This is an optimization exercise on Yosys and OpenROAD, whose aim is small area, not a production implementation. RTL that was checked went through simulation tests only; none was proved equivalent to the original. Power is estimated from default activity; no workload was simulated.

==> inputs of run F <==
## fcdmx_seq
module fcdmx_seq (
    input  wire        clk,
    input  wire        rst,
    input  wire        tick,
    input  wire [1:0]  fg_op,
    input  wire [15:0] cmd,
    input  wire        win_valid,
    input  wire [79:0] win,
    output wire        bus_clk,
    output wire        bus_dat,
    output wire        bus_lat
);
==> flow/config.mk <==
export PLATFORM = sky130hd
export DESIGN_NAME = fcdmx_seq
export DESIGN_NICKNAME = fcdmx_seq
export VERILOG_FILES = /design/flow/design.v
export SDC_FILE = /design/flow/constraint.sdc
export NUM_CORES = 4
export LEC_CHECK = 0
export ABC_AREA = 1
export CAP_MARGIN = 20
export CORE_MARGIN = 2
export CORE_UTILIZATION = 60
export SLEW_MARGIN = 20
==> flow/constraint.sdc <==
create_clock -name core_clock -period 10.0 [get_ports {clk}]
set_input_delay 2.0000 -clock core_clock [delete_from_list [all_inputs] [get_ports {clk}]]
set_output_delay 2.0000 -clock core_clock [all_outputs]
set_load 0.01 [all_outputs]
standard.sh (not shown) runs the stock make flow with config.mk's settings and CLKGATE_MAP_FILE= SYNTH_SCRIPT=/design/flow/synth_recipe.tcl, a recipe that flattens the netlist after the stock synthesis.
==> flow/flow/run.sh <==
#!/bin/bash
set -e
export BUFFER_PORTS_ARGS="-buffer_cell sky130_fd_sc_hd__buf_1"
export CTS_ARGS="-sink_clustering_enable -repair_clock_nets -dont_use_dummy_load"
bash standard.sh > standard.log 2>&1
==> run P: changes against run F <==
==> flow/flow/run.sh (replaced) <==
#!/bin/bash
set -e
export BUFFER_PORTS_ARGS="-buffer_cell sky130_fd_sc_hd__buf_1"
export CTS_ARGS="-sink_clustering_enable -repair_clock_nets -dont_use_dummy_load -buf_list sky130_fd_sc_hd__clkbuf_16 -root_buf sky130_fd_sc_hd__clkbuf_16 -sink_clustering_size 60 -sink_clustering_max_diameter 500"
bash standard.sh > standard.log 2>&1
==> summary of the runs <==
In run F the core utilization is lower than in run P, by 0.74 points.
Of run F and run P, run F has the higher worst setup slack (gap 0.044 ns).
Via count: run F is smaller than run P (about 0.5%).
In run P the global-route usage is higher than in run F, by 0.28 points.
In non-clock buffer count, run F and run P do not differ.
Critical path depth is the same in run F and run P.
Synthesized cell count is the same in run F and run P.
In register-to-register slack, run P and run F hardly differ.
In run P the clock skew is lower than in run F, by 0.0050 ns.
==> figures <==
metric	run P	run F
Run status	no timing/DRC/antenna violations	no timing/DRC/antenna violations
Fraction of standard cell area that is sequential	21.0%	21.2%
Routed wire length	17.0 mm	17.0 mm
Non-Filler Cell Area, Final	5060 sq um	5010 sq um
Worst slew margin relative to its limit	38.8%	38.2%
Routed length on met3	2.06 mm	2.11 mm
Detailed-route wire length per cell	17.6 microns	17.6 microns
End-of-flow core utilization	66.2%	65.5%
Power Total	0.000688 W	0.000639 W
Sequential group share of total power	40.5%	43.5%
Power density normalized to cell area	136 nW/um^2	128 nW/um^2
Worst Reg-to-Reg Cells	12	13
Int Pwr	0.000418 W	0.000374 W
Layout non-clock buf frac	3.71%	3.75%
Clock transition at the registers of the reported paths	0.06 ns	0.09 ns
Wire length of the first global-routing pass	27.4 mm	27.3 mm
Period utilization	46.0%	45.5%
Sw Share	39.3%	41.5%
Met3 global-route usage	9.28%	9.44%
No run of this note included a check of the RTL's function; only the layout flow was run.

========
==> trial 31 <==
fcdmx_seq, a different RTL version from the one above (not shown whole).
## fcdmx_seq
module fcdmx_seq (
    input  wire        clk,
    input  wire        rst,
    input  wire        tick,
    input  wire [1:0]  fg_op,
    input  wire [15:0] cmd,
    input  wire        win_valid,
    input  wire [79:0] win,
    output wire        bus_clk,
    output wire        bus_dat,
    output wire        bus_lat
);
export LEC_CHECK = 0
export ABC_AREA = 1
export CAP_MARGIN = 20
export CORE_MARGIN = 2
export CORE_UTILIZATION = 60
export SLEW_MARGIN = 20
create_clock -name core_clock -period 10.0 [get_ports {clk}]
==> flow/flow/run.sh <==
#!/bin/bash
set -e
export BUFFER_PORTS_ARGS="-buffer_cell sky130_fd_sc_hd__buf_1"
export CTS_ARGS="-sink_clustering_enable -repair_clock_nets -dont_use_dummy_load"
bash standard.sh > standard.log 2>&1
==> trial 8: changes against trial 31 <==
--- a/flow/flow/run.sh
+++ b/flow/flow/run.sh
@@ -1,3 +1,17 @@
 #!/bin/bash
+# The standard layout (standard.sh) with three changes:
+#  * synthesis maps the logic with an area-oriented ABC script
+#    (flow/abc_area.script: &dch, then &nf with delay relaxed) in place of
+#    ORFS's abc_area.script; everything else in synthesis is unchanged, so
+#    the registers are those of the standard synthesis;
+#  * the port buffers are the smallest buffer cell (buf_1);
+#  * the clock tree has no dummy loads.
+# ORFS's scripts folder is copied into this work folder with only
+# abc_area.script replaced. Each tool's output is in standard.log and in
+# orfs/logs/.
 set -e
+rm -rf scripts_area
+cp -r "$FLOW_HOME/scripts" scripts_area
+cp flow/abc_area.script scripts_area/abc_area.script
+export SCRIPTS_DIR="$PWD/scripts_area"
 export BUFFER_PORTS_ARGS="-buffer_cell sky130_fd_sc_hd__buf_1"
==> flow/flow/abc_area.script (new file) <==
strash; &get -n; &dch; &nf -R 1000; &put; topo; dnsize -c
==> out/summary.txt <==
Run status - finished clean
Fill cell count - 568
Multi-input gate area - 0.003040 sq mm
Fin crit share - 45.05%
Met3 Track Usage GR - 9.896%
Signal buf overhead - 5.182%
Met1 Usage GRT - 46.41%
the above is filed under trial 8

==> out/summary.txt <==
Signal buf overhead - 3.697%
Run status - finished clean
Met1 Usage GRT - 47.99%
Fin crit share - 43.07%
Multi-input gate area - 0.002997 sq mm
Fill cell count - 647
Met3 Track Usage GR - 9.212%
the above is filed under trial 31

==> afterwards: timing with drivers on the ports <==
No port has a modelled driver above. Below, the same layouts with a new extraction and two added sets of constraints.
Step 1 sets driving cells, clkbuf_16 on the clock port and buf_2 on the other inputs (assumed; they add their load-dependent delay and slew).
Step 2, shift: input delay + t, output delay - t, t = (earliest + latest rising clock arrival at the registers) / 2. This alone moves slack from input paths to output paths.
Three values: no drivers, after step 1, after step 2; two values: the first two.
run | shift t [ns] | setup WS [ns] | worst register clock-pin slew, ns
run F | 0.329 | 5.446 / 5.457 / 5.128 | 0.10 / 0.10
run P | 0.319 | 5.401 / 5.416 / 5.097 | 0.07 / 0.07
trial 31 | 0.325 | 5.693 / 5.702 / 5.377 | 0.10 / 0.10
trial 8 | 0.328 | 5.495 / 5.504 / 5.176 | 0.11 / 0.11
After both steps setup and hold are still met in every run listed. The setup slack of trial 8, which loses most, moves by +0.009 ns with the drivers and by -0.319 ns with both steps.
